Background: an optimization exercise with open tools, aiming at small area, a short achievable clock period and few clock cycles per item. Do not read the settings as production practice. The RTL was checked by simulation tests, not by an equivalence proof against the original design.

--- flow/design.v ---
module fsub_a_dd (
    input  wire [22:0] fx,
    input  wire [22:0] fw,
    input  wire [4:0]  dd,
    input  wire        zw,
    output wire [26:0] dif
);
    wire [26:0] ms  = zw ? 27'd0 : {1'b1, fw, 3'b000};
    wire [53:0] ext = {ms, 27'd0} >> dd;
    wire [26:0] mal = {ext[53:28], ext[27] | (|ext[26:0])};
    assign dif = {1'b1, fx, 3'b000} - mal;
endmodule
module fsub_al (
    input  wire [22:0] fw,
    input  wire [4:0]  dd,
    input  wire        zw,
    output wire [26:0] mal
);
    wire [26:0] ms  = zw ? 27'd0 : {1'b1, fw, 3'b000};
    wire [53:0] ext = {ms, 27'd0} >> dd;
    assign mal = {ext[53:28], ext[27] | (|ext[26:0])};
endmodule
module fsub_sb (
    input  wire [22:0] fx,
    input  wire [26:0] mal,
    output wire [26:0] dif
);
    assign dif = {1'b1, fx, 3'b000} - mal;
endmodule
module fsub_dd (
    input  wire [7:0] ex,
    input  wire [7:0] ew,
    output wire [4:0] dd,
    output wire       zw
);
    wire [7:0] d = ex - ew;
    assign zw = (ew == 8'd0);
    assign dd = (zw | (d > 8'd27)) ? 5'd27 : d[4:0];
endmodule
module fsub_b1 (
    input  wire [26:0] dif,
    input  wire [7:0]  ex,
    output wire [26:0] nn,
    output wire [9:0]  e,       
    output wire        z
);
    reg  [4:0]  lz;
    integer     i;
    always @* begin
        lz = 5'd27;
        for (i = 0; i <= 26; i = i + 1)
            if (dif[i]) lz = 5'd26 - i[4:0];
    end
    assign nn = dif << lz;
    assign e  = {2'b00, ex} - {5'd0, lz};
    assign z  = (dif == 27'd0);
endmodule
module fsub_b2 (
    input  wire [26:0] nn,
    input  wire [9:0]  e,
    input  wire        z,
    output wire [30:0] y
);
    wire        up  = nn[2] & (nn[1] | nn[0] | nn[3]);
    wire        ovf = up & (&nn[25:3]);
    wire [22:0] fr  = nn[25:3] + {22'd0, up};
    wire [9:0]  ef  = e + {9'd0, ovf};
    assign y = (z | ef[9] | (ef == 10'd0)) ? 31'd0 : {ef[7:0], fr};
endmodule
module fsub_b (
    input  wire [26:0] dif,
    input  wire [7:0]  ex,
    output wire [30:0] y
);
    wire [26:0] nn;
    wire [9:0]  e;
    wire        z;
    fsub_b1 u1 (.dif(dif), .ex(ex), .nn(nn), .e(e), .z(z));
    fsub_b2 u2 (.nn(nn), .e(e), .z(z), .y(y));
endmodule
module fadd_pos_swap (
    input  wire [30:0] a,
    input  wire [30:0] b,
    output wire [7:0]  eb,      
    output wire [22:0] fb,      
    output wire [22:0] fs,      
    output wire [4:0]  dd       
);
    wire        ab  = (a[30:23] >= b[30:23]);
    wire [7:0]  d1  = a[30:23] - b[30:23];
    wire [7:0]  d2  = b[30:23] - a[30:23];
    wire [7:0]  d   = ab ? d1 : d2;
    assign dd = (d > 8'd27) ? 5'd27 : d[4:0];
    assign eb = ab ? a[30:23] : b[30:23];
    assign fb = ab ? a[22:0] : b[22:0];
    assign fs = ab ? b[22:0] : a[22:0];
endmodule
module fadd_pos_add (
    input  wire [22:0] fb,
    input  wire [22:0] fs,
    input  wire [4:0]  dd,
    output wire [27:0] s
);
    wire [26:0] ms  = {1'b1, fs, 3'b000};
    wire [26:0] al  = ms >> dd;                       
    wire [26:0] msk = ({27'd0, 1'b1} << dd) - 27'd1;    
    wire        st  = |(ms & ({msk[25:0], 1'b1}));
    wire [27:0] sm  = {2'b01, fb, 3'b000} + {1'b0, al[26:1], 1'b0};
    assign s = {sm[27:1], st};
endmodule
module fadd_pos_round (
    input  wire [7:0]  eb,
    input  wire [27:0] s,
    output wire [30:0] y
);
    wire [26:0] nn  = s[27] ? {s[27:2], s[1] | s[0]} : s[26:0];
    wire        up  = nn[2] & (nn[1] | nn[0] | nn[3]);
    wire        ovf = up & (&nn[25:3]);
    wire [22:0] fr  = nn[25:3] + {22'd0, up};
    wire [7:0]  e   = eb + {7'd0, s[27]} + {7'd0, ovf};
    assign y = {e, fr};
endmodule
module booth_tree (
    input  wire [23:0] a,
    input  wire [23:0] b,
    output wire [47:0] ps,
    output wire [47:0] pc       
);
    wire [26:0] bx = {2'b00, b, 1'b0};    
    wire [47:0] op [0:14];
    reg  [47:0] negs;
    integer j;
    genvar i;
    generate
        for (i = 0; i < 13; i = i + 1) begin : pp
            wire b0 = bx[2*i], b1 = bx[2*i+1], b2 = bx[2*i+2];
            wire one = b0 ^ b1;
            wire two = (b2 & ~b1 & ~b0) | (~b2 & b1 & b0);
            wire neg = b2 & ~(b1 & b0);
            wire [25:0] mag = one ? {2'b00, a} : (two ? {1'b0, a, 1'b0} : 26'd0);
            wire [25:0] pv  = neg ? ~mag : mag;    
            wire [47:0] row = {22'd0, ~neg, pv[24:0]} << (2 * i);
            assign op[i] = row;
        end
    endgenerate
    always @* begin
        negs = 48'd0;
        for (j = 0; j < 13; j = j + 1)
            negs[2*j] = bx[2*j+2] & ~(bx[2*j+1] & bx[2*j]);
    end
    function [47:0] kconst(input dummy);
        integer m;
        reg [47:0] acc;
        begin
            acc = 48'd0;
            for (m = 0; m < 13; m = m + 1)
                acc = acc - (48'd1 << (25 + 2 * m));
            kconst = acc;
        end
    endfunction
    assign op[13] = negs;
    assign op[14] = kconst(1'b0);
    function [95:0] csa(input [47:0] x, input [47:0] y, input [47:0] z);
        reg [47:0] s, c;
        begin
            s = x ^ y ^ z;
            c = {((x[46:0] & y[46:0]) | (x[46:0] & z[46:0]) | (y[46:0] & z[46:0])), 1'b0};
            csa = {c, s};
        end
    endfunction
    wire [95:0] l1a = csa(op[0], op[1], op[2]);
    wire [95:0] l1b = csa(op[3], op[4], op[5]);
    wire [95:0] l1c = csa(op[6], op[7], op[8]);
    wire [95:0] l1d = csa(op[9], op[10], op[11]);
    wire [95:0] l1e = csa(op[12], op[13], op[14]);
    wire [95:0] l2a = csa(l1a[47:0], l1a[95:48], l1b[47:0]);
    wire [95:0] l2b = csa(l1b[95:48], l1c[47:0], l1c[95:48]);
    wire [95:0] l2c = csa(l1d[47:0], l1d[95:48], l1e[47:0]);
    wire [95:0] l3a = csa(l2a[47:0], l2a[95:48], l2b[47:0]);
    wire [95:0] l3b = csa(l2b[95:48], l2c[47:0], l2c[95:48]);
    wire [95:0] l4a = csa(l3a[47:0], l3a[95:48], l3b[47:0]);
    wire [95:0] l5a = csa(l4a[47:0], l4a[95:48], l3b[95:48]);
    wire [95:0] l6a = csa(l5a[47:0], l5a[95:48], l1e[95:48]);
    assign ps = l6a[47:0];
    assign pc = l6a[95:48];
endmodule
module mul_add (
    input  wire [47:0] ps,
    input  wire [47:0] pc,
    output wire [25:0] ph,      
    output wire        pst      
);
    wire [47:0] p = ps + pc;
    assign ph  = p[47:22];
    assign pst = |p[21:0];
endmodule
module mul_round (
    input  wire [25:0] ph,
    input  wire        pst,
    input  wire [9:0]  e,
    input  wire        z,
    output wire [30:0] w,
    output wire [4:0]  dd,      
    output wire        zw       
);
    wire        nhi = ph[25];
    wire [23:0] nm  = nhi ? ph[25:2] : ph[24:1];
    wire        ng  = nhi ? ph[1] : ph[0];
    wire        ns  = nhi ? (ph[0] | pst) : pst;
    wire        nup = ng & (ns | nm[0]);
    wire        ovf = nup & (&nm[22:0]);
    wire [22:0] fr  = nm[22:0] + {22'd0, nup};
    wire [9:0]  ne  = e + {9'd0, nhi} + {9'd0, ovf};
    assign zw = z | ne[9] | (ne == 10'd0);
    assign w  = zw ? 31'd0 : {ne[7:0], fr};
    wire [9:0]  dl = 10'd127 - ne;
    assign dd = (zw | (dl > 10'd27)) ? 5'd27 : dl[4:0];
endmodule
module srt_iter (
    input  wire [27:0] ws,
    input  wire [27:0] wc,
    input  wire [3:0]  y,       
    input  wire [23:0] d,
    output wire [27:0] ws_o,
    output wire [27:0] wc_o,
    output wire [3:0]  y_o,
    output wire        qp,
    output wire        qn
);
    wire [27:0] s2 = {ws[26:0], 1'b0};
    wire [27:0] c2 = {wc[26:0], 1'b0};
    wire        q1 = ~y[3];
    wire        qm = y[3] & ~(y == 4'b1111);
    wire [27:0] dd = {3'b000, d, 1'b0};
    wire [27:0] t  = q1 ? ~dd : (qm ? dd : 28'd0);
    wire [27:0] mj = (s2 & c2) | (s2 & t) | (c2 & t);
    assign ws_o = s2 ^ c2 ^ t;
    assign wc_o = {mj[26:0], q1};
    assign qp = q1;
    assign qn = qm;
    wire [27:0] tp = ~dd;
    wire [27:0] tm = dd;
    wire [3:0]  yp = (s2[26:23] ^ c2[26:23] ^ tp[26:23])
                   + ((s2[25:22] & c2[25:22]) | (s2[25:22] & tp[25:22]) | (c2[25:22] & tp[25:22]));
    wire [3:0]  ym = (s2[26:23] ^ c2[26:23] ^ tm[26:23])
                   + ((s2[25:22] & c2[25:22]) | (s2[25:22] & tm[25:22]) | (c2[25:22] & tm[25:22]));
    wire [3:0]  yz = (s2[26:23] ^ c2[26:23]) + (s2[25:22] & c2[25:22]);
    assign y_o = q1 ? yp : (qm ? ym : yz);
endmodule
module srt_div_pipe #(
    parameter SW  = 16,    
    parameter IPS = 4,     
    parameter VW  = 4      
) (
    input  wire          clk,
    input  wire          rst,
    input  wire [23:0]   x,
    input  wire [22:0]   d,       
    input  wire [SW-1:0] si,
    input  wire [7:0]    en,      
    input  wire [7:0]    ed,      
    input  wire          sdx,     
    input  wire          ss,
    output wire [9:0]    xe,      
    output wire          nz,      
    output wire [27:0]   ws,
    output wire [27:0]   wc,
    output wire [25:0]   qp,
    output wire [25:0]   qn,
    output wire [22:0]   dq,
    output wire [SW-1:0] so
);
    localparam NIT = 26;
    localparam NS  = (NIT + IPS - 1) / IPS;
    reg  [27:0]   r_ws [0:NS-1];
    reg  [27:0]   r_wc [0:NS-1];
    reg  [3:0]    r_y  [0:NS-1];
    reg  [25:0]   r_qp [0:NS-1];
    reg  [25:0]   r_qn [0:NS-1];
    reg  [22:0]   r_d  [0:NS-1];
    reg  [SW-1:0] r_s  [0:NS-1];
    reg  [9:0]    r_xe [0:NS-1];
    reg           r_nz [0:NS-1];
    wire [27:0] i_ws [0:NIT];
    wire [27:0] i_wc [0:NIT];
    wire [3:0]  i_y  [0:NIT];
    wire [25:0] i_qp [0:NIT];
    wire [25:0] i_qn [0:NIT];
    genvar i, k;
    generate
        for (i = 0; i < NIT; i = i + 1) begin : it
            wire [27:0] a_ws, a_wc;
            wire [3:0]  a_y;
            wire [25:0] a_qp, a_qn;
            wire [22:0] a_d;
            if (i == 0) begin : first
                assign a_ws = {4'd0, x};
                assign a_wc = 28'd0;
                assign a_y  = {3'b000, x[23]};
                assign a_qp = 26'd0;
                assign a_qn = 26'd0;
                assign a_d  = d;
            end else if (i % IPS == 0) begin : fromreg
                assign a_ws = r_ws[i/IPS-1];
                assign a_wc = r_wc[i/IPS-1];
                assign a_y  = r_y[i/IPS-1];
                assign a_qp = r_qp[i/IPS-1];
                assign a_qn = r_qn[i/IPS-1];
                assign a_d  = r_d[i/IPS-1];
            end else begin : chain
                assign a_ws = i_ws[i];
                assign a_wc = i_wc[i];
                assign a_y  = i_y[i];
                assign a_qp = i_qp[i];
                assign a_qn = i_qn[i];
                if (i < IPS) begin : s0
                    assign a_d = d;
                end else begin : sn
                    assign a_d = r_d[i/IPS-1];
                end
            end
            wire qpb, qnb;
            srt_iter u (.ws(a_ws), .wc(a_wc), .y(a_y), .d({1'b1, a_d}),
                        .ws_o(i_ws[i+1]), .wc_o(i_wc[i+1]), .y_o(i_y[i+1]),
                        .qp(qpb), .qn(qnb));
            assign i_qp[i+1] = {a_qp[24:0], qpb};
            assign i_qn[i+1] = {a_qn[24:0], qnb};
        end
        for (k = 0; k < NS; k = k + 1) begin : st
            localparam LAST = ((k + 1) * IPS > NIT) ? NIT : (k + 1) * IPS;
            always @(posedge clk) begin
                r_ws[k] <= i_ws[LAST];
                r_wc[k] <= i_wc[LAST];
                r_y[k]  <= i_y[LAST];
                r_qp[k] <= i_qp[LAST];
                r_qn[k] <= i_qn[LAST];
                if (k == 0) begin
                    r_d[k]  <= d;
                    r_s[k]  <= si;
                    r_xe[k] <= sdx ? {1'b0, ss, ed} : {2'b00, en} - {2'b00, ed} + 10'd126;
                    r_nz[k] <= (en == 8'd0);
                end else begin
                    r_d[k]  <= r_d[k-1];
                    r_s[k]  <= r_s[k-1];
                    r_xe[k] <= r_xe[k-1];
                    r_nz[k] <= r_nz[k-1];
                end
                if (rst)
                    r_s[k][VW-1:0] <= {VW{1'b0}};
            end
        end
    endgenerate
    assign ws = r_ws[NS-1];
    assign wc = r_wc[NS-1];
    assign qp = r_qp[NS-1];
    assign qn = r_qn[NS-1];
    assign dq = r_d[NS-1];
    assign so = r_s[NS-1];
    assign xe = r_xe[NS-1];
    assign nz = r_nz[NS-1];
endmodule
module srt_fin_a (
    input  wire [27:0] ws,
    input  wire [27:0] wc,
    input  wire [25:0] qp,
    input  wire [25:0] qn,
    input  wire [22:0] d,
    output wire [25:0] q0,      
    output wire [25:0] q1,      
    output wire        neg,     
    output wire        st       
);
    wire [27:0] fr   = ws + wc;
    assign neg = fr[27];
    wire        rz   = ((ws ^ wc) == {(ws[26:0] | wc[26:0]), 1'b0});
    wire [27:0] dd   = {3'b000, 1'b1, d, 1'b0};
    wire [27:0] xs   = ws ^ wc ^ dd;
    wire [27:0] xc   = {((ws[26:0] & wc[26:0]) | (ws[26:0] & dd[26:0]) | (wc[26:0] & dd[26:0])), 1'b0};
    wire        rzd  = ((xs ^ xc) == {(xs[26:0] | xc[26:0]), 1'b0});
    assign st = neg ? ~rzd : ~rz;
    assign q0 = qp - qn;
    assign q1 = qp + ~qn;
endmodule
module srt_fin_b (
    input  wire [25:0] q0,
    input  wire [25:0] q1,
    input  wire        neg,
    input  wire        st,
    input  wire [9:0]  xe,
    input  wire        nz,
    output wire [30:0] y
);
    wire [25:0] q    = neg ? q1 : q0;
    wire        fhi  = q[25];
    wire [23:0] fm   = fhi ? q[25:2] : q[24:1];
    wire        fg   = fhi ? q[1] : q[0];
    wire        fs   = st | (fhi & q[0]);
    wire        fup  = fg & (fs | fm[0]);
    wire        ovf  = fup & (&fm[22:0]);
    wire [22:0] fr   = fm[22:0] + {22'd0, fup};
    wire [9:0]  fe   = xe + {9'd0, fhi} + {9'd0, ovf};
    assign y = (nz | fe[9] | (fe == 10'd0)) ? 31'd0 : {fe[7:0], fr};
endmodule
module u32_norm (
    input  wire [31:0] g,
    output wire [23:0] nh,
    output wire        up,
    output wire [4:0]  p,
    output wire        z
);
    reg [4:0] lz;
    integer i;
    always @* begin
        lz = 5'd0;
        for (i = 0; i < 32; i = i + 1)
            if (g[i]) lz = 5'd31 - i[4:0];
    end
    wire [31:0] n = g << lz;
    assign nh = n[31:8];
    assign up = n[7] & (n[8] | (|n[6:0]));
    assign p  = 5'd31 - lz;
    assign z  = (g == 32'd0);
endmodule
module ts_prod (
    input  wire [23:0] nh,
    input  wire        up,
    output wire [30:0] pr
);
    wire [31:0] o1 = {1'b0, nh, 7'd0};
    wire [31:0] o2 = ~{6'd0, nh, 2'd0};
    wire [31:0] o3 = {8'd0, nh};
    wire [31:0] o4 = up ? 32'd125 : 32'd0;
    wire [31:0] s1 = o1 ^ o2 ^ o3;
    wire [31:0] c1 = {((o1[30:0] & o2[30:0]) | (o1[30:0] & o3[30:0]) | (o2[30:0] & o3[30:0])), 1'b1};
    wire [31:0] s2 = s1 ^ c1 ^ o4;
    wire [31:0] c2 = {((s1[30:0] & c1[30:0]) | (s1[30:0] & o4[30:0]) | (c1[30:0] & o4[30:0])), 1'b0};
    wire [31:0] sum = s2 + c2;
    assign pr = sum[30:0];
endmodule
module ts_round (
    input  wire [30:0] pr,
    input  wire [4:0]  p,
    input  wire        z,
    output wire [30:0] t,
    output wire        ovf      
);
    wire        hi  = pr[30];
    wire [23:0] mt  = hi ? pr[30:7] : pr[29:6];
    wire        g2  = hi ? pr[6] : pr[5];
    wire        s2b = hi ? (|pr[5:0]) : (|pr[4:0]);
    wire        up2 = g2 & (s2b | mt[0]);
    assign ovf = up2 & (&mt[22:0]);
    wire [22:0] fr  = mt[22:0] + {22'd0, up2};
    wire [7:0]  e   = 8'd121 + {3'd0, p} + {7'd0, hi} + {7'd0, ovf};
    assign t = z ? 31'd0 : {e, fr};
endmodule
module env_bank (
    input  wire        clk,
    input  wire        rst,
    input  wire        cmd_valid,
    output wire        cmd_ready,
    input  wire [2:0]  cmd_op,
    input  wire [1:0]  cmd_env,
    input  wire [31:0] cmd_data,
    output reg         res_valid,
    output reg  [31:0] res_level,
    output reg         res_done
);
    localparam [2:0] OP_ATTACK = 3'd0, OP_DECAY = 3'd1, OP_SUSTAIN = 3'd2,
                     OP_TRIGGER = 3'd3, OP_STOP = 3'd4, OP_AGE = 3'd5,
                     OP_LEVEL = 3'd6, OP_STEP = 3'd7;
    localparam [31:0] F_ZERO     = 32'h00000000;
    localparam [31:0] F_ONE      = 32'h3F800000;   
    localparam [31:0] F_TIME_MIN = 32'h3DCCCCCD;   
    localparam [31:0] F_THRESH   = 32'h3A83126F;   
    localparam [31:0] F_A_RESET  = 32'h3F800000;   
    function automatic [31:0] daz(input [31:0] x);
        daz = (x[30:23] == 8'd0) ? {x[31], 31'd0} : x;
    endfunction
    function automatic flt_lt(input [31:0] p, input [31:0] q);
        reg [31:0] pp, qq;
        begin
            pp = daz(p);
            qq = daz(q);
            if (pp[30:0] == 31'd0 && qq[30:0] == 31'd0)
                flt_lt = 1'b0;
            else if (pp[31] != qq[31])
                flt_lt = pp[31];
            else if (pp[31])
                flt_lt = pp[30:0] > qq[30:0];
            else
                flt_lt = pp[30:0] < qq[30:0];
        end
    endfunction
    reg rs;
    always @(posedge clk) rs <= rst;
    reg        c_v, c_ph, rdy;
    reg [2:0]  c_op;
    reg [1:0]  c_env;
    reg [31:0] c_data;
    assign cmd_ready = rdy;
    wire acc    = cmd_valid & rdy;
    wire c_hold = c_v & (c_op == OP_SUSTAIN) & ~c_ph;
    always @(posedge clk) begin
        if (rst) begin
            c_v  <= 1'b0;
            c_ph <= 1'b0;
            rdy  <= 1'b1;
        end else if (c_hold) begin
            c_ph <= 1'b1;
            rdy  <= 1'b1;
        end else begin
            c_v  <= acc;
            c_ph <= 1'b0;
            rdy  <= ~(acc & (cmd_op == OP_SUSTAIN));
        end
        if (!c_hold) begin
            c_op  <= cmd_op;
            c_env <= cmd_env;
        end
        c_data <= cmd_data;
    end
    reg [30:0] env_a   [0:3];
    reg [30:0] env_d   [0:3];
    reg [31:0] env_s   [0:3];
    reg [31:0] env_age [0:3];
    reg [3:0]  env_act;
    reg [31:0] cache   [0:3];
    wire [30:0] a_e   = env_a[c_env];
    wire [30:0] d_e   = env_d[c_env];
    wire [31:0] age_e = env_age[c_env];
    wire        act_e = env_act[c_env];
    wire c_att  = (c_op == OP_ATTACK);
    wire c_dec  = (c_op == OP_DECAY);
    wire c_sus  = (c_op == OP_SUSTAIN);
    wire c_trg  = (c_op == OP_TRIGGER);
    wire c_stp  = (c_op == OP_STOP);
    wire c_age  = (c_op == OP_AGE);
    wire c_lvl  = (c_op == OP_LEVEL);
    wire c_step = (c_op == OP_STEP);
    wire [31:0] tcl   = flt_lt(c_data, F_TIME_MIN) ? F_TIME_MIN : c_data;
    wire [31:0] s_lo  = flt_lt(c_data, F_ZERO) ? F_ZERO : c_data;
    wire [31:0] s_cl  = flt_lt(F_ONE, s_lo) ? F_ONE : s_lo;
    wire [31:0] age_inc = (&age_e) ? age_e : age_e + 32'd1;
    localparam [2:0] K_NONE = 3'd0, K_EVAL = 3'd1, K_LEVEL = 3'd2, K_STEP = 3'd3,
                     K_IDLE = 3'd4, K_SDATA = 3'd5, K_TRIG = 3'd6;
    reg [2:0]  i_k;
    reg        i_ss;
    reg [1:0]  i_env;
    reg [31:0] i_g;
    reg [30:0] i_a, i_d;
    integer k;
    always @(posedge clk) begin
        i_k    <= K_NONE;
        i_env  <= c_env;
        i_ss   <= s_cl[31];
        i_g    <= c_step ? age_inc : (c_age ? c_data : age_e);
        i_a    <= c_att ? tcl[30:0] : a_e;
        i_d    <= (c_sus & ~c_ph) ? s_cl[30:0] : (c_dec ? tcl[30:0] : d_e);
        if (rs) begin
            env_act <= 4'd0;
            for (k = 0; k < 4; k = k + 1) begin
                env_a[k]   <= F_A_RESET[30:0];
                env_d[k]   <= F_TIME_MIN[30:0];
                env_age[k] <= 32'd0;
            end
        end else if (c_v) begin
            if (c_sus & ~c_ph)
                i_k <= K_SDATA;
            else if (c_trg)
                i_k <= K_TRIG;
            else if (c_lvl | c_step)
                i_k <= ~act_e ? K_IDLE : (c_step ? K_STEP : K_LEVEL);
            else if (act_e & (c_att | c_dec | c_age | c_sus))
                i_k <= K_EVAL;
            case (c_op)
                OP_ATTACK:  env_a[c_env] <= tcl[30:0];
                OP_DECAY:   env_d[c_env] <= tcl[30:0];
                OP_TRIGGER: begin
                    env_age[c_env] <= 32'd0;
                    env_act[c_env] <= 1'b1;
                end
                OP_STOP:    env_act[c_env] <= 1'b0;
                OP_AGE:     env_age[c_env] <= c_data;
                OP_STEP:    env_age[c_env] <= age_inc;
                default: ;
            endcase
        end
    end
    wire [23:0] nh1;
    wire        up1, z1;
    wire [4:0]  p1;
    wire [7:0]  eb1;
    wire [22:0] fb1, fs1;
    wire [4:0]  dd1;
    u32_norm      u_norm (.g(i_g), .nh(nh1), .up(up1), .p(p1), .z(z1));
    fadd_pos_swap u_adsw (.a(i_a), .b(i_d), .eb(eb1), .fb(fb1), .fs(fs1), .dd(dd1));
    reg [2:0]  e1_k;
    reg        e1_ss, e1_z, e1_up;
    reg [1:0]  e1_env;
    reg [23:0] e1_nh;
    reg [4:0]  e1_p;
    reg [7:0]  e1_eb;
    reg [22:0] e1_fb, e1_fs;
    reg [4:0]  e1_dd;
    reg [30:0] e1_a, e1_d;
    always @(posedge clk) begin
        e1_k <= rs ? K_NONE : i_k;
        {e1_ss, e1_env} <= {i_ss, i_env};
        e1_nh <= nh1;  e1_up <= up1;  e1_p <= p1;  e1_z <= z1;
        e1_eb <= eb1;  e1_fb <= fb1;  e1_fs <= fs1;  e1_dd <= dd1;
        e1_a <= i_a;  e1_d <= i_d;
    end
    wire [30:0] pr2;
    wire [27:0] sa2;
    ts_prod      u_tsp (.nh(e1_nh), .up(e1_up), .pr(pr2));
    fadd_pos_add u_ada (.fb(e1_fb), .fs(e1_fs), .dd(e1_dd), .s(sa2));
    reg [2:0]  e2_k;
    reg        e2_ss, e2_z;
    reg [1:0]  e2_env;
    reg [30:0] e2_pr;
    reg [4:0]  e2_p;
    reg [7:0]  e2_eb;
    reg [27:0] e2_sa;
    reg [30:0] e2_a, e2_d;
    always @(posedge clk) begin
        e2_k <= rs ? K_NONE : e1_k;
        {e2_ss, e2_env} <= {e1_ss, e1_env};
        e2_pr <= pr2;  e2_p <= e1_p;  e2_z <= e1_z;
        e2_eb <= e1_eb;  e2_sa <= sa2;
        e2_a <= e1_a;  e2_d <= e1_d;
    end
    wire [30:0] t3, ad3;
    wire        tov3;
    ts_round       u_tsr (.pr(e2_pr), .p(e2_p), .z(e2_z), .t(t3), .ovf(tov3));
    fadd_pos_round u_adr (.eb(e2_eb), .s(e2_sa), .y(ad3));
    wire [9:0]  db3  = 10'd121 + {5'd0, e2_p} + {9'd0, e2_pr[30]} - {2'b00, e2_a[30:23]};
    wire [9:0]  db31 = db3 + 10'd1;
    wire [4:0]  dd3  = (db3 > 10'd27) ? 5'd27 : db3[4:0];
    wire [4:0]  dd31 = (db31 > 10'd27) ? 5'd27 : db31[4:0];
    wire        zw3  = (e2_a[30:23] == 8'd0);
    reg [2:0]  e3_k;
    reg        e3_ss, e3_zwa;
    reg [1:0]  e3_env;
    reg [4:0]  e3_dd, e3_dd1;
    reg        e3_tov;
    reg [30:0] e3_t, e3_ad, e3_a, e3_d;
    always @(posedge clk) begin
        e3_dd <= dd3;  e3_dd1 <= dd31;  e3_tov <= tov3;  e3_zwa <= zw3;
        e3_k <= rs ? K_NONE : e2_k;
        {e3_ss, e3_env} <= {e2_ss, e2_env};
        e3_t <= t3;  e3_ad <= ad3;  e3_a <= e2_a;  e3_d <= e2_d;
    end
    wire        att4 = (e3_t < e3_a) & (e3_k != K_SDATA);
    wire        sus4 = ~(e3_t < e3_a) & ~(e3_t < e3_ad);
    wire [26:0] mal4;
    fsub_al u_tmal (.fw(e3_a[22:0]), .dd(e3_tov ? e3_dd1 : e3_dd), .zw(e3_zwa), .mal(mal4));
    reg [2:0]  e4_k;
    reg        e4_ss, e4_att, e4_sus;
    reg [1:0]  e4_env;
    reg [26:0] e4_mal;
    reg [30:0] e4_t, e4_dv;
    always @(posedge clk) begin
        e4_k <= rs ? K_NONE : e3_k;
        {e4_ss, e4_env} <= {e3_ss, e3_env};
        e4_att <= att4;
        e4_sus <= sus4;
        e4_mal <= mal4;
        e4_t   <= e3_t;
        e4_dv  <= att4 ? e3_a : e3_d;
    end
    wire [26:0] dif5;
    fsub_sb u_tmsb (.fx(e4_t[22:0]), .mal(e4_att ? 27'd0 : e4_mal), .dif(dif5));
    reg [2:0]  e5_k;
    reg        e5_ss, e5_att, e5_sus;
    reg [1:0]  e5_env;
    reg [26:0] e5_dif;
    reg [7:0]  e5_ex;
    reg [30:0] e5_dv;
    always @(posedge clk) begin
        e5_k <= rs ? K_NONE : e4_k;
        {e5_ss, e5_env, e5_att, e5_sus} <= {e4_ss, e4_env, e4_att, e4_sus};
        e5_dif <= dif5;
        e5_ex  <= e4_t[30:23];
        e5_dv  <= e4_dv;
    end
    wire [26:0] nn6;
    wire [9:0]  ee6;
    wire        z6;
    fsub_b1 u_tmb1 (.dif(e5_dif), .ex(e5_ex), .nn(nn6), .e(ee6), .z(z6));
    reg [2:0]  e6_k;
    reg        e6_ss, e6_att, e6_sus, e6_z;
    reg [1:0]  e6_env;
    reg [26:0] e6_nn;
    reg [9:0]  e6_e;
    reg [30:0] e6_dv;
    always @(posedge clk) begin
        e6_k <= rs ? K_NONE : e5_k;
        {e6_ss, e6_env, e6_att, e6_sus} <= {e5_ss, e5_env, e5_att, e5_sus};
        e6_nn <= nn6;  e6_e <= ee6;  e6_z <= z6;
        e6_dv <= e5_dv;
    end
    wire [30:0] num7;
    fsub_b2 u_tmb2 (.nn(e6_nn), .e(e6_e), .z(e6_z), .y(num7));
    reg [2:0]  e7_k;
    reg        e7_ss, e7_att, e7_sus;
    reg [1:0]  e7_env;
    reg [30:0] e7_num, e7_dv;
    always @(posedge clk) begin
        e7_k <= rs ? K_NONE : e6_k;
        {e7_ss, e7_env, e7_att, e7_sus} <= {e6_ss, e6_env, e6_att, e6_sus};
        e7_num <= num7;
        e7_dv  <= e6_dv;
    end
    localparam SW = 7;
    wire [27:0]   dws, dwc;
    wire [25:0]   dqp, dqn;
    wire [22:0]   ddq;
    wire [SW-1:0] dso;
    wire [9:0]    d_xe;
    wire          d_nz;
    srt_div_pipe #(.SW(SW), .IPS(2), .VW(3)) u_div (
        .clk(clk), .rst(rs), .x({1'b1, e7_num[22:0]}), .d(e7_dv[22:0]),
        .si({e7_env, e7_att, e7_sus, e7_k}),
        .en(e7_num[30:23]), .ed(e7_dv[30:23]), .sdx(e7_k == K_SDATA), .ss(e7_ss), .xe(d_xe), .nz(d_nz),
        .ws(dws), .wc(dwc), .qp(dqp), .qn(dqn), .dq(ddq), .so(dso));
    wire [1:0] d_env  = dso[6:5];
    wire       d_att  = dso[4], d_sus = dso[3];
    wire [2:0] d_k    = dso[2:0];
    wire [25:0] fq0, fq1;
    wire        fneg, fst;
    srt_fin_a u_fa (.ws(dws), .wc(dwc), .qp(dqp), .qn(dqn), .d(ddq),
                    .q0(fq0), .q1(fq1), .neg(fneg), .st(fst));
    wire [31:0] s_f = env_s[d_env];
    wire [4:0]  sdd;
    wire        szw0;
    fsub_dd u_omsd (.ex(F_ONE[30:23]), .ew(s_f[30:23]), .dd(sdd), .zw(szw0));
    wire        szw = szw0 | s_f[31];
    always @(posedge clk) begin
        if (rs) begin
            for (k = 0; k < 4; k = k + 1)
                env_s[k] <= F_ZERO;
        end else if (d_k == K_SDATA)
            env_s[d_env] <= {d_xe[8:0], ddq};
    end
    reg [2:0]  f_k;
    reg        f_att, f_dec, f_nz, f_st, f_neg;
    reg [1:0]  f_env;
    reg [25:0] f_q0, f_q1;
    reg [9:0]  f_xe;
    reg [31:0] f_s;
    reg [4:0]  f_sdd;
    reg        f_szw;
    always @(posedge clk) begin
        f_k <= rs ? K_NONE : d_k;
        {f_env, f_att} <= {d_env, d_att};
        f_dec  <= ~d_att & ~d_sus;
        f_q0 <= fq0;  f_q1 <= fq1;  f_neg <= fneg;  f_st <= fst;  f_xe <= d_xe;  f_nz <= d_nz;
        f_s    <= s_f;
        f_sdd  <= sdd;
        f_szw  <= szw;
    end
    wire [30:0] q2;
    srt_fin_b u_fb (.q0(f_q0), .q1(f_q1), .neg(f_neg), .st(f_st), .xe(f_xe), .nz(f_nz), .y(q2));
    wire [26:0] vdif;
    fsub_a_dd u_omsa (.fx(F_ONE[22:0]), .fw(f_s[22:0]), .dd(f_sdd), .zw(f_szw), .dif(vdif));
    reg [2:0]  h_k;
    reg        h_att, h_dec;
    reg [1:0]  h_env;
    reg [30:0] h_q;
    reg [26:0] h_vdif;
    reg [31:0] h_s;
    always @(posedge clk) begin
        h_k <= rs ? K_NONE : f_k;
        {h_env, h_att, h_dec} <= {f_env, f_att, f_dec};
        h_q    <= q2;
        h_vdif <= vdif;
        h_s    <= f_s;
    end
    wire [30:0] v2;
    fsub_b u_omsb (.dif(h_vdif), .ex(F_ONE[30:23]), .y(v2));
    reg [2:0]  g_k;
    reg        g_att, g_dec;
    reg [1:0]  g_env;
    reg [30:0] g_q, g_v;
    reg [31:0] g_alt;
    always @(posedge clk) begin
        g_k <= rs ? K_NONE : h_k;
        {g_env, g_att, g_dec} <= {h_env, h_att, h_dec};
        g_q   <= h_q;
        g_v   <= v2;
        g_alt <= h_att ? {1'b0, h_q} : h_s;
    end
    wire [47:0] mps, mpc;
    booth_tree u_mul (.a({1'b1, g_v[22:0]}), .b({1'b1, g_q[22:0]}), .ps(mps), .pc(mpc));
    reg [2:0]  m_k;
    reg        m_att, m_dec, m_z;
    reg [1:0]  m_env;
    reg [47:0] m_ps, m_pc;
    reg [9:0]  m_e;
    reg [31:0] m_alt;
    always @(posedge clk) begin
        m_k <= rs ? K_NONE : g_k;
        {m_env, m_att, m_dec} <= {g_env, g_att, g_dec};
        m_ps <= mps;  m_pc <= mpc;
        m_e  <= {2'b00, g_v[30:23]} + {2'b00, g_q[30:23]} - 10'd127;
        m_z  <= (g_v[30:23] == 8'd0) | (g_q[30:23] == 8'd0);
        m_alt <= g_alt;
    end
    wire [25:0] ph2;
    wire        pst2;
    mul_add u_madd (.ps(m_ps), .pc(m_pc), .ph(ph2), .pst(pst2));
    reg [2:0]  o_k;
    reg        o_att, o_dec, o_z;
    reg [1:0]  o_env;
    reg [25:0] o_ph;
    reg        o_pst;
    reg [9:0]  o_e;
    reg [31:0] o_alt;
    always @(posedge clk) begin
        o_k <= rs ? K_NONE : m_k;
        {o_env, o_att, o_dec} <= {m_env, m_att, m_dec};
        o_ph <= ph2;  o_pst <= pst2;  o_e <= m_e;  o_z <= m_z;
        o_alt <= m_alt;
    end
    wire [30:0] w2;
    wire [4:0]  wdd2;
    wire        wz2;
    mul_round u_mrnd (.ph(o_ph), .pst(o_pst), .e(o_e), .z(o_z), .w(w2), .dd(wdd2), .zw(wz2));
    reg [2:0]  n_k;
    reg        n_att, n_dec;
    reg [1:0]  n_env;
    reg [30:0] n_w;
    reg [4:0]  n_dd;
    reg        n_wz;
    reg [31:0] n_alt;
    always @(posedge clk) begin
        n_k <= rs ? K_NONE : o_k;
        {n_env, n_att, n_dec} <= {o_env, o_att, o_dec};
        n_w   <= w2;
        n_dd  <= wdd2;
        n_wz  <= wz2;
        n_alt <= o_alt;
    end
    wire [26:0] ldif;
    fsub_a_dd u_omwa (.fx(F_ONE[22:0]), .fw(n_w[22:0]), .dd(n_dd), .zw(n_wz), .dif(ldif));
    reg [2:0]  p_k;
    reg        p_att, p_dec;
    reg [1:0]  p_env;
    reg [26:0] p_dif;
    reg [31:0] p_alt;
    always @(posedge clk) begin
        p_k <= rs ? K_NONE : n_k;
        {p_env, p_att, p_dec} <= {n_env, n_att, n_dec};
        p_dif <= ldif;
        p_alt <= n_alt;
    end
    wire [30:0] lv;
    fsub_b u_omwb (.dif(p_dif), .ex(F_ONE[30:23]), .y(lv));
    reg [2:0]  l_k;
    reg        l_att;
    reg [1:0]  l_env;
    reg [31:0] l_lvl;
    always @(posedge clk) begin
        l_k <= rs ? K_NONE : p_k;
        {l_env, l_att} <= {p_env, p_att};
        l_lvl <= p_dec ? {1'b0, lv} : p_alt;
    end
    wire o_done = ~l_att & ~(~l_lvl[31] & (l_lvl[30:0] > F_THRESH[30:0]));
    always @(posedge clk) begin
        res_valid <= (rst | rs) ? 1'b0 : (l_k == K_LEVEL) | (l_k == K_STEP) | (l_k == K_IDLE);
        res_level <= (l_k == K_IDLE) ? F_ZERO : ((l_k == K_STEP) ? cache[l_env] : l_lvl);
        res_done  <= (l_k == K_IDLE) | o_done;
        if ((l_k == K_EVAL) | (l_k == K_LEVEL) | (l_k == K_STEP))
            cache[l_env] <= l_lvl;
        else if (l_k == K_TRIG)
            cache[l_env] <= F_ZERO;
    end
endmodule
--- flow/flow/run.sh ---
#!/bin/bash
set -euo pipefail
export BUFFER_PORTS_ARGS="-buffer_cell sky130_fd_sc_hd__buf_4"
bash standard.sh > standard.log 2>&1
--- flow/standard.sh ---
#!/bin/bash
# synth_recipe.tcl (not shown) runs the flow's synth.tcl, then flattens the netlist and writes it again
# the make line also repeats each setting of config.mk as NAME=value (left out here)
make -C /OpenROAD-flow-scripts/flow DESIGN_CONFIG=/design/flow/config.mk WORK_HOME=/design/flow/orfs CLKGATE_MAP_FILE= SYNTH_SCRIPT=/design/flow/synth_recipe.tcl "${@:-finish}"
--- flow/config.mk ---
export PLATFORM = sky130hd
export DESIGN_NAME = env_bank
export DESIGN_NICKNAME = env_bank
export VERILOG_FILES = /design/flow/design.v
export SDC_FILE = /design/flow/constraint.sdc
export NUM_CORES = 4
export LEC_CHECK = 0
export CAP_MARGIN = 50
export CORE_MARGIN = 2
export CORE_UTILIZATION = 55
export CTS_CLUSTER_DIAMETER = 100
export CTS_CLUSTER_SIZE = 24
export SLEW_MARGIN = 60
--- flow/constraint.sdc ---
create_clock -name core_clock -period 20.0 [get_ports {clk}]
set_input_delay 4.0000 -clock core_clock [delete_from_list [all_inputs] [get_ports {clk}]]
set_output_delay 4.0000 -clock core_clock [all_outputs]
set_load 0.01 [all_outputs]
==> results of run 1 <==
## metal layers
layer,up-vias,share of wire (%)
met5,-,0
met4,0,3.4
met3,541,5.4
met2,2953,47
met1,54821,44
li1,54753,-
## registers in the layout (all words and copies together) (netlist names), 130 cells and up, named ones only
signal / count
u_div.r_qn: 169
u_div.r_wc: 313
u_div.r_xe: 130
u_div.r_d: 299
u_div.r_ws: 340
u_div.r_qp: 156
## layout make-up
class	count	area (sq um)	share of cell area, %
Multi-Input combinational cell	10344	87600	46.3
Sequential cell	3827	83000	43.9
Tap cell	4305	5390	2.85
Inverter	1366	5140	2.72
Clock buffer	246	5070	2.68
Timing Repair Buffer	327	2660	1.40
Clock inverter	28	388	0.205
Antenna cell	7	17.5	0.00926
## cells by family (layout without fill, tap and decap cells)
family          Yosys count  count (layout)  synth area share (%)
simple gates           3876            3876                  10.5
buf+inv                2154            1967                  4.60
fa+ha+maj              1935            1935                  17.8
compound gates         2840            2840                  9.90
flops                  3827            3827                  46.7
mux                     800             800                  6.10
other cells               0               7                     0
xor+xnor                893             893                  4.40
## metrics by stage
step	instance area [sq um]	util [%]	instances	worst slack, ns
floorplan	178000	-	16325	15.05
global placement	183000	56.8	20132	14.59
detailed placement	184000	57.1	20166	14.82
CTS	189000	58.8	20440	14.44
global route	189000	58.9	20444	14.44
finish	189000	58.9	20450	14.52
## cells in the final DEF, fill, tap and decap left out, types with 169 or more instances in the layout
master        n
and2_1      265
mux2i_1     405
ha_1        930
fa_1        998
mux2_2      173
nor2b_1     206
edfxtp_1    637
clkbuf_16   194
nand2_1    1054
nand3_1     449
nor3_1      169
mux4_2      208
xnor2_1     634
a21oi_1     667
dfxtp_1    3159
xor2_1      244
buf_4       286
a22oi_1     259
o21ai_0     924
inv_1      1342
nor2_1      941
## worst paths after layout
kind,endpoint,slack (ns),cells past startpoint
worst max register to register,m_ps[20],14.77,16
worst max-delay path,cmd_ready,14.52,1
worst min-delay path,n_alt[13],0.30,0
worst min register to register,n_alt[13],0.30,0
==> flow_summary.yaml, run 1 <==
run_status:
  outcome: "timing/DRC/antenna clean"
critical_path:
  critPathMaxFanout: 2
  startpoint: "rdy"
  crit_slowest_cell: "dfxtp_1"
  cp.required_ns: 16.00
  path_cells: "buf_4"
  critical-path-top-delay-family: "flip-flops"
  cp-end-kind: "output port"
  critPathMaxStageDelay_ns: 0.42
  crit_type: "reg -> out"
  critPathLaunchType: "flop"
  cp.arrival_ns: 1.48
  worst-path-buf-inv: 1
  crit-reg2reg-launch: "g_q[1]"
layout:
  fillCellCount: 27223
  nets: 18028
  drive_above_1_share_pct: 7.45
  area_growth_syn_to_layout_pct: 6.44
synth:
  postSynthCellCount: 16325
  synth_edf_count: 637
  yosys_warnings: 23
  synth.most_common_cell: "dfxtp_1"
  synth.ff_latch_count: 3827
  synth.area.top_cells: "dfxtp_1 36%, fa_1 11%, edfxtp_1 11%"
  synth_flop_cell: "dfxtp_1"
  yosysSeqAreaShare_pct: 46.7
  ys_types: 103
  ys_top_cells_by_count: "3,190 x dfxtp_1, 1,348 x inv_1, 1,060 x nand2_1"
  yosysTopAreaCell: "dfxtp_1"
  syn_area_sq_mm: 0.178
  avgSynthCellArea_sq_um: 10.9
  postSynthNetCount: 18298
  asyncSetResetFlopFracSynth_pct: 0
  synth_top_area_share_pct: 35.9
grt:
  overflow: 0
  grt_use_met1_pct: 34.9
  grt_max_degree: 75
  grt_pass1_vias: 112599
  grt.busiest_layer: "met2"
  globalRouteMet3Util_pct: 3.13
  met2_usage_pct: 42.9
  track_usage_pct: 25.7
  antenna_found_initial: 14
  grt_pass1_wl_um: 661000
clock_tree:
  cts_sinks: 3827
  post_cts_resized: 0
  h-tree-depth: 4
  cts.root.buffer_cell: "clkbuf_16"
  clk_path_buf_depth: 4
  postCtsSetupRepairBufs: 0
  cts_made_buffers: 189
  hold_buffers: 0
  clk_pin_slew_ns: 0.09
  clock_latency_ns: 0.91
  cts_tree: "done"
sta:
  final.min_clock_period_ns: 5.48
  worstMarginPinSlew_ns: 0.633
  finalHoldWorstSlack_ns: 0.298
  fmax_mhz: 182
  rsz0062_at_grt: "no"
  maxSlewViolCount: 0
  setup_tns_ns: 0
  hold_viol: 0
  clock_skew_ns: 0.0537
  fin_crit_sh_pct: 27.4
  setup_viol: 0
  slew_headroom_pct: 57.7
floorplan:
  start_util_pct: 55.3
  io_pins: 75
  die_y_um: 573
  die-area_sq_mm: 0.328
  coreArea_sq_mm: 0.321
  rows: 208
  die_x_um: 573
placed_design:
  place_congestion: 0.928
  dp_hpwl_um: 312000
  numPortBuffers: 74
drt:
  drt_pass1_iterations: 6
  drt_wl_total_um: 420000
  drc: 0
  ant_nets: 0
  vias_per_cell: 5.53
  wl_per_cell_um: 20.5
  drt_iter0_drc: 8532
  vias: 113068
worst_hold_path:
  min_from: "o_alt[13]"
  min_path_type: "reg -> reg"
run:
  cap_violations: 0
Testbench counts, summed over its fixed seeds: cycles 20,098, items 19,200.
==> inputs of run 2 (changes only) <==
--- a/flow/design.v
+++ b/flow/design.v
@@ -81,19 +81,14 @@
 module fadd_pos_swap (
     input  wire [30:0] a,
     input  wire [30:0] b,
-    output wire [7:0]  eb,      
-    output wire [22:0] fb,      
-    output wire [22:0] fs,      
-    output wire [4:0]  dd       
-);
-    wire        ab  = (a[30:23] >= b[30:23]);
-    wire [7:0]  d1  = a[30:23] - b[30:23];
-    wire [7:0]  d2  = b[30:23] - a[30:23];
-    wire [7:0]  d   = ab ? d1 : d2;
+    output wire [4:0]  dd,
+    output wire        ab       
+);
+    assign ab = (a[30:23] >= b[30:23]);
+    wire [7:0]  d1 = a[30:23] - b[30:23];
+    wire [7:0]  d2 = b[30:23] - a[30:23];
+    wire [7:0]  d  = ab ? d1 : d2;
     assign dd = (d > 8'd27) ? 5'd27 : d[4:0];
-    assign eb = ab ? a[30:23] : b[30:23];
-    assign fb = ab ? a[22:0] : b[22:0];
-    assign fs = ab ? b[22:0] : a[22:0];
 endmodule
 module fadd_pos_add (
     input  wire [22:0] fb,
@@ -590,63 +585,61 @@
     wire [23:0] nh1;
     wire        up1, z1;
     wire [4:0]  p1;
-    wire [7:0]  eb1;
-    wire [22:0] fb1, fs1;
     wire [4:0]  dd1;
+    wire        ab1;
     u32_norm      u_norm (.g(i_g), .nh(nh1), .up(up1), .p(p1), .z(z1));
-    fadd_pos_swap u_adsw (.a(i_a), .b(i_d), .eb(eb1), .fb(fb1), .fs(fs1), .dd(dd1));
+    fadd_pos_swap u_adsw (.a(i_a), .b(i_d), .dd(dd1), .ab(ab1));
     reg [2:0]  e1_k;
     reg        e1_ss, e1_z, e1_up;
     reg [1:0]  e1_env;
     reg [23:0] e1_nh;
     reg [4:0]  e1_p;
-    reg [7:0]  e1_eb;
-    reg [22:0] e1_fb, e1_fs;
     reg [4:0]  e1_dd;
+    reg        e1_ab;
     reg [30:0] e1_a, e1_d;
     always @(posedge clk) begin
         e1_k <= rs ? K_NONE : i_k;
         {e1_ss, e1_env} <= {i_ss, i_env};
         e1_nh <= nh1;  e1_up <= up1;  e1_p <= p1;  e1_z <= z1;
-        e1_eb <= eb1;  e1_fb <= fb1;  e1_fs <= fs1;  e1_dd <= dd1;
+        e1_dd <= dd1;  e1_ab <= ab1;
         e1_a <= i_a;  e1_d <= i_d;
     end
     wire [30:0] pr2;
     wire [27:0] sa2;
     ts_prod      u_tsp (.nh(e1_nh), .up(e1_up), .pr(pr2));
-    fadd_pos_add u_ada (.fb(e1_fb), .fs(e1_fs), .dd(e1_dd), .s(sa2));
+    fadd_pos_add u_ada (.fb(e1_ab ? e1_a[22:0] : e1_d[22:0]), .fs(e1_ab ? e1_d[22:0] : e1_a[22:0]),
+                        .dd(e1_dd), .s(sa2));
     reg [2:0]  e2_k;
     reg        e2_ss, e2_z;
     reg [1:0]  e2_env;
     reg [30:0] e2_pr;
     reg [4:0]  e2_p;
-    reg [7:0]  e2_eb;
+    reg        e2_ab;
     reg [27:0] e2_sa;
     reg [30:0] e2_a, e2_d;
     always @(posedge clk) begin
         e2_k <= rs ? K_NONE : e1_k;
         {e2_ss, e2_env} <= {e1_ss, e1_env};
         e2_pr <= pr2;  e2_p <= e1_p;  e2_z <= e1_z;
-        e2_eb <= e1_eb;  e2_sa <= sa2;
+        e2_ab <= e1_ab;  e2_sa <= sa2;
         e2_a <= e1_a;  e2_d <= e1_d;
     end
     wire [30:0] t3, ad3;
     wire        tov3;
     ts_round       u_tsr (.pr(e2_pr), .p(e2_p), .z(e2_z), .t(t3), .ovf(tov3));
-    fadd_pos_round u_adr (.eb(e2_eb), .s(e2_sa), .y(ad3));
+    fadd_pos_round u_adr (.eb(e2_ab ? e2_a[30:23] : e2_d[30:23]), .s(e2_sa), .y(ad3));
     wire [9:0]  db3  = 10'd121 + {5'd0, e2_p} + {9'd0, e2_pr[30]} - {2'b00, e2_a[30:23]};
     wire [9:0]  db31 = db3 + 10'd1;
     wire [4:0]  dd3  = (db3 > 10'd27) ? 5'd27 : db3[4:0];
     wire [4:0]  dd31 = (db31 > 10'd27) ? 5'd27 : db31[4:0];
-    wire        zw3  = (e2_a[30:23] == 8'd0);
     reg [2:0]  e3_k;
-    reg        e3_ss, e3_zwa;
+    reg        e3_ss;
     reg [1:0]  e3_env;
     reg [4:0]  e3_dd, e3_dd1;
     reg        e3_tov;
     reg [30:0] e3_t, e3_ad, e3_a, e3_d;
     always @(posedge clk) begin
-        e3_dd <= dd3;  e3_dd1 <= dd31;  e3_tov <= tov3;  e3_zwa <= zw3;
+        e3_dd <= dd3;  e3_dd1 <= dd31;  e3_tov <= tov3;
         e3_k <= rs ? K_NONE : e2_k;
         {e3_ss, e3_env} <= {e2_ss, e2_env};
         e3_t <= t3;  e3_ad <= ad3;  e3_a <= e2_a;  e3_d <= e2_d;
@@ -654,7 +647,7 @@
     wire        att4 = (e3_t < e3_a) & (e3_k != K_SDATA);
     wire        sus4 = ~(e3_t < e3_a) & ~(e3_t < e3_ad);
     wire [26:0] mal4;
-    fsub_al u_tmal (.fw(e3_a[22:0]), .dd(e3_tov ? e3_dd1 : e3_dd), .zw(e3_zwa), .mal(mal4));
+    fsub_al u_tmal (.fw(e3_a[22:0]), .dd(e3_tov ? e3_dd1 : e3_dd), .zw(1'b0), .mal(mal4));   
     reg [2:0]  e4_k;
     reg        e4_ss, e4_att, e4_sus;
     reg [1:0]  e4_env;
==> run 2 against run 1 <==
  * Flip-flop and latch count down 61
  * Worst setup slack better by 0.080 ns
  * Die area down 0.28%
  * Final cell count up 0.25%
  * Routed wire length up 1.6%
  * Synthesized cell count up 0.40%
  * Maximum frequency up 1.5%
  * First-iteration DRC count up 6.0%
  * Sequential share of layout area down 0.50 points
==> flow_summary.yaml, run 2 <==
grt:
  track_usage_pct: 26.1
  grt_max_degree: 90
  overflow: 0
  grt_pass1_wl_um: 668000
  grt_pass1_vias: 114207
  antenna_found_initial: 16
layout:
  final_cell_mix: "3,101 x dfxtp_1, 1,367 x inv_1, 1,230 x nor2_1, 997 x fa_1, 926 x ha_1"
  nets: 18078
  layout_commonest_cell: "dfxtp_1"
  area_growth_syn_to_layout_pct: 6.38
  biggestRegsByFlops: "u_div.r_ws: 340 flops, u_div.r_wc: 313 flops, u_div.r_d: 299 flops"
  post-route-util_pct: 58.8
  regMostFlops: "u_div.r_ws"
  largest_register_ffs: 340
  drive_above_1_share_pct: 7.47
critical_path:
  path_cells: "buf_4"
  crit_type: "reg -> out"
  timing.rr.end: "m_ps[27]"
  ff2ff_path_depth: 17
  cp.required_ns: 16.00
  crit-reg2reg-launch: "g_q[15]"
  cp.arrival_ns: 1.40
  critPathMaxFanout: 2
  cp-end-kind: "output port"
  critical-path-top-delay-family: "flip-flops"
  critPathMaxStageDelay_ns: 0.35
  reg2reg_slack_ns: 14.84
  critPathLaunchType: "flop"
  worst-path-buf-inv: 1
  crit_slowest_cell: "dfxtp_1"
drt:
  vias: 114381
  drt_iter0_drc: 9042
  drt_pass1_iterations: 8
  wl_per_cell_um: 20.8
  ant_nets: 0
  drc: 0
  vias_per_cell: 5.58
  drt_wl_total_um: 427000
floorplan:
  rows: 208
  io_pins: 75
  die_y_um: 572
  die_x_um: 572
  start_util_pct: 55.3
  die-area_sq_mm: 0.327
  coreArea_sq_mm: 0.321
sta:
  fin_crit_sh_pct: 27.0
  maxSlewViolCount: 0
  clock_skew_ns: 0.0562
  fin_ws_ns: 14.60
  setup_viol: 0
  slew_headroom_pct: 59.7
  rsz0062_at_grt: "no"
  hold_viol: 0
  fmax_mhz: 185
  final.min_clock_period_ns: 5.40
  setup_tns_ns: 0
  worstMarginPinSlew_ns: 0.600
clock_tree:
  cts_made_buffers: 188
  h-tree-depth: 4
  clk_path_buf_depth: 4
  hold_buffers: 0
  cts_tree: "done"
  clk_pin_slew_ns: 0.10
  clock_latency_ns: 0.93
  post_cts_resized: 0
  cts.root.buffer_cell: "clkbuf_16"
  cts_sinks: 3766
  postCtsSetupRepairBufs: 0
synth:
  synth-simple-area-share_pct: 10.6
  synth_compound_area_share_pct: 10.6
  synth_edf_count: 637
  yosysTopAreaCell: "dfxtp_1"
  synth-adder-area-share_pct: 17.9
  yosysSeqAreaShare_pct: 46.1
  postSynthNetCount: 18363
  synth_flop_cell: "dfxtp_1"
  yosys_warnings: 23
  postSynthCellCount: 16391
  synth.most_common_cell: "dfxtp_1"
  synth_top_family_by_area: "adder cells"
  asyncSetResetFlopFracSynth_pct: 0
  yosys.area_share.xor_xnor_pct: 4.38
  avgSynthCellArea_sq_um: 10.8
  synth.area.top_cells: "dfxtp_1 35%, fa_1 11%, edfxtp_1 11%"
  synth_top_area_share_pct: 35.3
  syn_area_sq_mm: 0.177
  synth.ff_latch_count: 3766
  ys_top_cells_by_count: "3,129 x dfxtp_1, 1,396 x inv_1, 1,244 x nor2_1"
  synthMuxAreaShare_pct: 5.73
  ys_types: 114
placed_design:
  dp_hpwl_um: 317000
  dp_slack_ns: 14.83
  numPortBuffers: 74
  place_congestion: 0.929
worst_hold_path:
  min_path_type: "reg -> reg"
  holdPathEnd: "u_div.r_s[1][4]"
  min_from: "u_div.r_s[0][4]"
  holdPathStages: 0
run_status:
  outcome: "timing/DRC/antenna clean"
run:
  cap_violations: 0
[run 2: layout make-up]
type | instances | area (sq um)
Timing Repair Buffer | 321 | 2650
Multi-Input combinational cell | 10419 | 88000
Antenna cell | 3 | 7.51
Inverter | 1410 | 5300
Tap cell | 4305 | 5390
Clock inverter | 34 | 490
Sequential cell | 3766 | 81800
Clock buffer | 244 | 5000
Fill cell | 27347 | 132000
[run 2: how the worst max path moves through the flow]
stage	end	from	slack, ns	cells after the start
after floorplan	h_q[18]	f_q0[25]	15.02	20
after global placement	h_q[15]	f_q0[25]	14.40	17
after detailed placement	m_ps[15]	g_q[7]	14.83	15
after CTS	res_level[12]	res_level[12]	14.51	1
after global routing	h_q[12]	f_q0[25]	14.47	18
final	cmd_ready	rdy	14.60	1
[run 2: cell families (layout without fill, tap and decap cells)]
group,count (synthesis),after routing
xor gates and xnor gates,887,887
AOI/OAI and AO/OA,2976,2976
other,0,3
DFF,3766,3766
muxes,752,752
buffers and inverters,2206,2009
and+or+nand+nor,3872,3872
adders and majority gates,1932,1932
[run 2: metal layers]
layer	GRT usage, %	vias to the layer above	part of all wire [%]
li1	-	55185	-
met1	35.5	55789	44
met2	43.8	2814	47
met3	3.04	589	5.2
met4	7.56	4	3.1
met5	0	-	0.0068
[run 2: through the flow]
stage	cells	area [sq um]	hold slack [ns]
after CTS	20493	188000	0.295
final	20502	189000	0.305
after global placement	20181	182000	0.310
after global routing	20500	189000	0.310
after detailed placement	20215	183000	0.312
after floorplan	16391	177000	0.310
[run 2: worst register-to-register path, cell delays in order, from the launching register on]
cell and delay, ns:
dfxtp_1 0.47, ha_1 0.29, buf_4 0.24, a21oi_2 0.14
buf_4 0.34, a22oi_1 0.15, xnor2_1 0.18, fa_1 0.55
inv_1 0.05, fa_1 0.49, inv_1 0.05, fa_1 0.54
inv_1 0.05, fa_1 0.47, inv_1 0.05, fa_1 0.48
inv_1 0.05, fa_1 0.43
Testbench counts of run 2, summed over its fixed seeds: cycles 20,098, items 19,200.
==> inputs of run 3 (changes only) <==
--- a/flow/config.mk
+++ b/flow/config.mk
@@ -7,7 +7,7 @@
 export LEC_CHECK = 0
 export CAP_MARGIN = 50
 export CORE_MARGIN = 2
-export CORE_UTILIZATION = 55
+export CORE_UTILIZATION = 50
 export CTS_CLUSTER_DIAMETER = 100
 export CTS_CLUSTER_SIZE = 24
 export SLEW_MARGIN = 60
==> run 3 against run 2 <==
  * Worst hold slack worse by 0.019 ns
  * Flip-flop and latch count unchanged
  * Register-to-register slack worse by 0.05 ns
  * Final cell count rose by 2.1%
  * Clock-buffer cell count increased by 3
  * Utilization decreased by 5.1 points
  * Synthesized area is the same
  * Still clean on timing, DRC and antenna
  * Synthesized cell count did not move
==> flow_summary.yaml, run 3 <==
critical_path:
  path_cells: "buf_4"
  critical-path-top-delay-family: "flip-flops"
  critPathMaxStageDelay_ns: 0.39
  critPathMaxFanout: 1
  ff2ff_path_depth: 17
  crit-reg2reg-launch: "p_dif[18]"
  worst-path-buf-inv: 1
  cp.required_ns: 16.00
  timing.rr.end: "l_lvl[27]"
  crit_slowest_cell: "dfxtp_1"
  reg2reg_slack_ns: 14.79
  cp.arrival_ns: 1.50
  crit_type: "reg -> out"
  critPathLaunchType: "flop"
  cp-end-kind: "output port"
drt:
  wl_per_cell_um: 20.4
  ant_nets: 0
  drt_pass1_iterations: 8
  vias: 114193
  drc: 0
  drt_iter0_drc: 8434
  drt_wl_total_um: 427000
  vias_per_cell: 5.46
synth:
  yosysSeqAreaShare_pct: 46.1
  synth_top_area_share_pct: 35.3
  avgSynthCellArea_sq_um: 10.8
  ys_types: 114
  yosys_warnings: 23
  synth.area.top_cells: "dfxtp_1 35%, fa_1 11%, edfxtp_1 11%"
  syn_area_sq_mm: 0.177
  yosysTopAreaCell: "dfxtp_1"
  synth_edf_count: 637
  asyncSetResetFlopFracSynth_pct: 0
  ys_top_cells_by_count: "3,129 x dfxtp_1, 1,396 x inv_1, 1,244 x nor2_1"
  postSynthCellCount: 16391
  postSynthNetCount: 18363
  synth.most_common_cell: "dfxtp_1"
  synth.ff_latch_count: 3766
  synth_flop_cell: "dfxtp_1"
layout:
  final_cell_mix: "3,097 x dfxtp_1, 1,366 x inv_1, 1,231 x nor2_1, 997 x fa_1, 929 x ha_1"
  seq_area_sq_mm: 0.0818
  nets: 18075
  drive_above_1_share_pct: 7.55
  multiInputGateArea_sq_mm: 0.0880
  regMostFlops: "u_div.r_ws"
  layout_commonest_cell: "dfxtp_1"
  area_growth_syn_to_layout_pct: 6.72
  largest_register_ffs: 340
  biggestRegsByFlops: "u_div.r_ws: 340 flops, u_div.r_wc: 313 flops, u_div.r_d: 299 flops"
  fillCellCount: 30955
worst_hold_path:
  holdPathStages: 0
  min_path_type: "reg -> reg"
  min_from: "m_e[2]"
  holdPathEnd: "o_e[2]"
run:
  cap_violations: 0
sta:
  setup_tns_ns: 0
  fmax_mhz: 182
  fin_crit_sh_pct: 27.5
  finalHoldWorstSlack_ns: 0.286
  clock_skew_ns: 0.0936
  slew_headroom_pct: 58.2
  maxSlewViolCount: 0
  setup_viol: 0
  worstMarginPinSlew_ns: 0.626
  rsz0062_at_grt: "no"
  final.min_clock_period_ns: 5.50
  hold_viol: 0
floorplan:
  rows: 218
  coreArea_sq_mm: 0.353
  die_y_um: 600
  die-area_sq_mm: 0.359
  io_pins: 75
  die_x_um: 600
  start_util_pct: 50.3
clock_tree:
  clk_pin_slew_ns: 0.09
  cts_sinks: 3766
  h-tree-depth: 4
  clk_path_buf_depth: 4
  clock_latency_ns: 0.96
  hold_buffers: 0
  cts_made_buffers: 189
  post_cts_resized: 0
  postCtsSetupRepairBufs: 0
  cts.root.buffer_cell: "clkbuf_16"
  cts_tree: "done"
grt:
  grt_pass1_vias: 114280
  overflow: 0
  grt_max_degree: 86
  track_usage_pct: 23.7
  grt_pass1_wl_um: 669000
  antenna_found_initial: 12
placed_design:
  numPortBuffers: 74
  dp_hpwl_um: 317000
  place_congestion: 0.899
run_status:
  outcome: "timing/DRC/antenna clean"
-- run 3: final cells by class --
cell class | count | area share [%]
Antenna cell | 3 | 0.00397
Clock buffer | 247 | 2.66
Clock inverter | 35 | 0.272
Inverter | 1410 | 2.81
Multi-Input combinational cell | 10419 | 46.5
Sequential cell | 3766 | 43.2
Tap cell | 4730 | 3.13
Timing Repair Buffer | 317 | 1.39
-- run 3: how the worst max path moves through the flow --
stage,start,to,cells after the start
floorplan,f_q0[25],h_q[18],20
global placement,u_div.r_d[5][22],u_div.r_ws[6][9],16
detailed placement,g_q[19],m_ps[29],15
CTS,res_level[5],res_level[5],1
global route,p_dif[2],l_lvl[29],18
finish,res_level[15],res_level[15],1
-- run 3: stage by stage --
stage               instances  utilization [%]  setup slack, ns  instance area, sq um
global placement        20600             51.7            14.30                182000
CTS                     20918             53.6            14.42                189000
global route            20925             53.7            14.36                189000
floorplan               16391                -            15.02                177000
finish                  20927             53.7            14.50                189000
detailed placement      20636             52.0            14.68                183000
-- run 3: kinds of logic after synthesis --
logic type	Yosys count	share of synthesized area, %
AND/OR/NAND/NOR	3872	10.6
flip-flops	3766	46.1
AO/OA/AOI/OAI	2976	10.6
buffers and inverters	2206	4.77
adder cells (fa/ha/maj)	1932	17.9
XOR/XNOR	887	4.38
multiplexers	752	5.73
-- run 3: layer usage --
layer	GRT usage (%)	vias to the layer above	wire length, um
met5	0	-	13
met4	8.14	2	16000
met3	2.51	639	20000
met2	40.4	2748	205000
met1	31.3	55621	186000
li1	-	55183	-

==> re-timing with driven ports <==
The flow's constraints put no driver on any port. The routed layouts listed below were extracted and timed again, unchanged, in two steps.
Step 1 (the two cells are an assumption about what drives the block):
set clk [get_ports {clk}]
set_driving_cell -lib_cell sky130_fd_sc_hd__clkbuf_16 $clk
set_driving_cell -lib_cell sky130_fd_sc_hd__buf_2 [delete_from_list [all_inputs] $clk]
Step 2 moves the port delays by t, midway between the first and last clock arrival at a register: inputs arrive t later, outputs are due t later. That takes back most of the time a late clock gives input paths.
a / b / c = ideal ports / drivers / drivers and shift; a / b = the first two.
| run | t (ns) | slack for setup (ns) | worst setup path at the end |
|---|---|---|---|
| run 1 | 0.976 | 14.516 / 14.420 / 14.766 | register to register |
| run 2 | 0.998 | 14.597 / 14.499 / 14.838 | register to register |
| run 3 | 1.003 | 14.499 / 14.401 / 14.786 | register to register |
After both steps setup and hold are still met in every run listed.
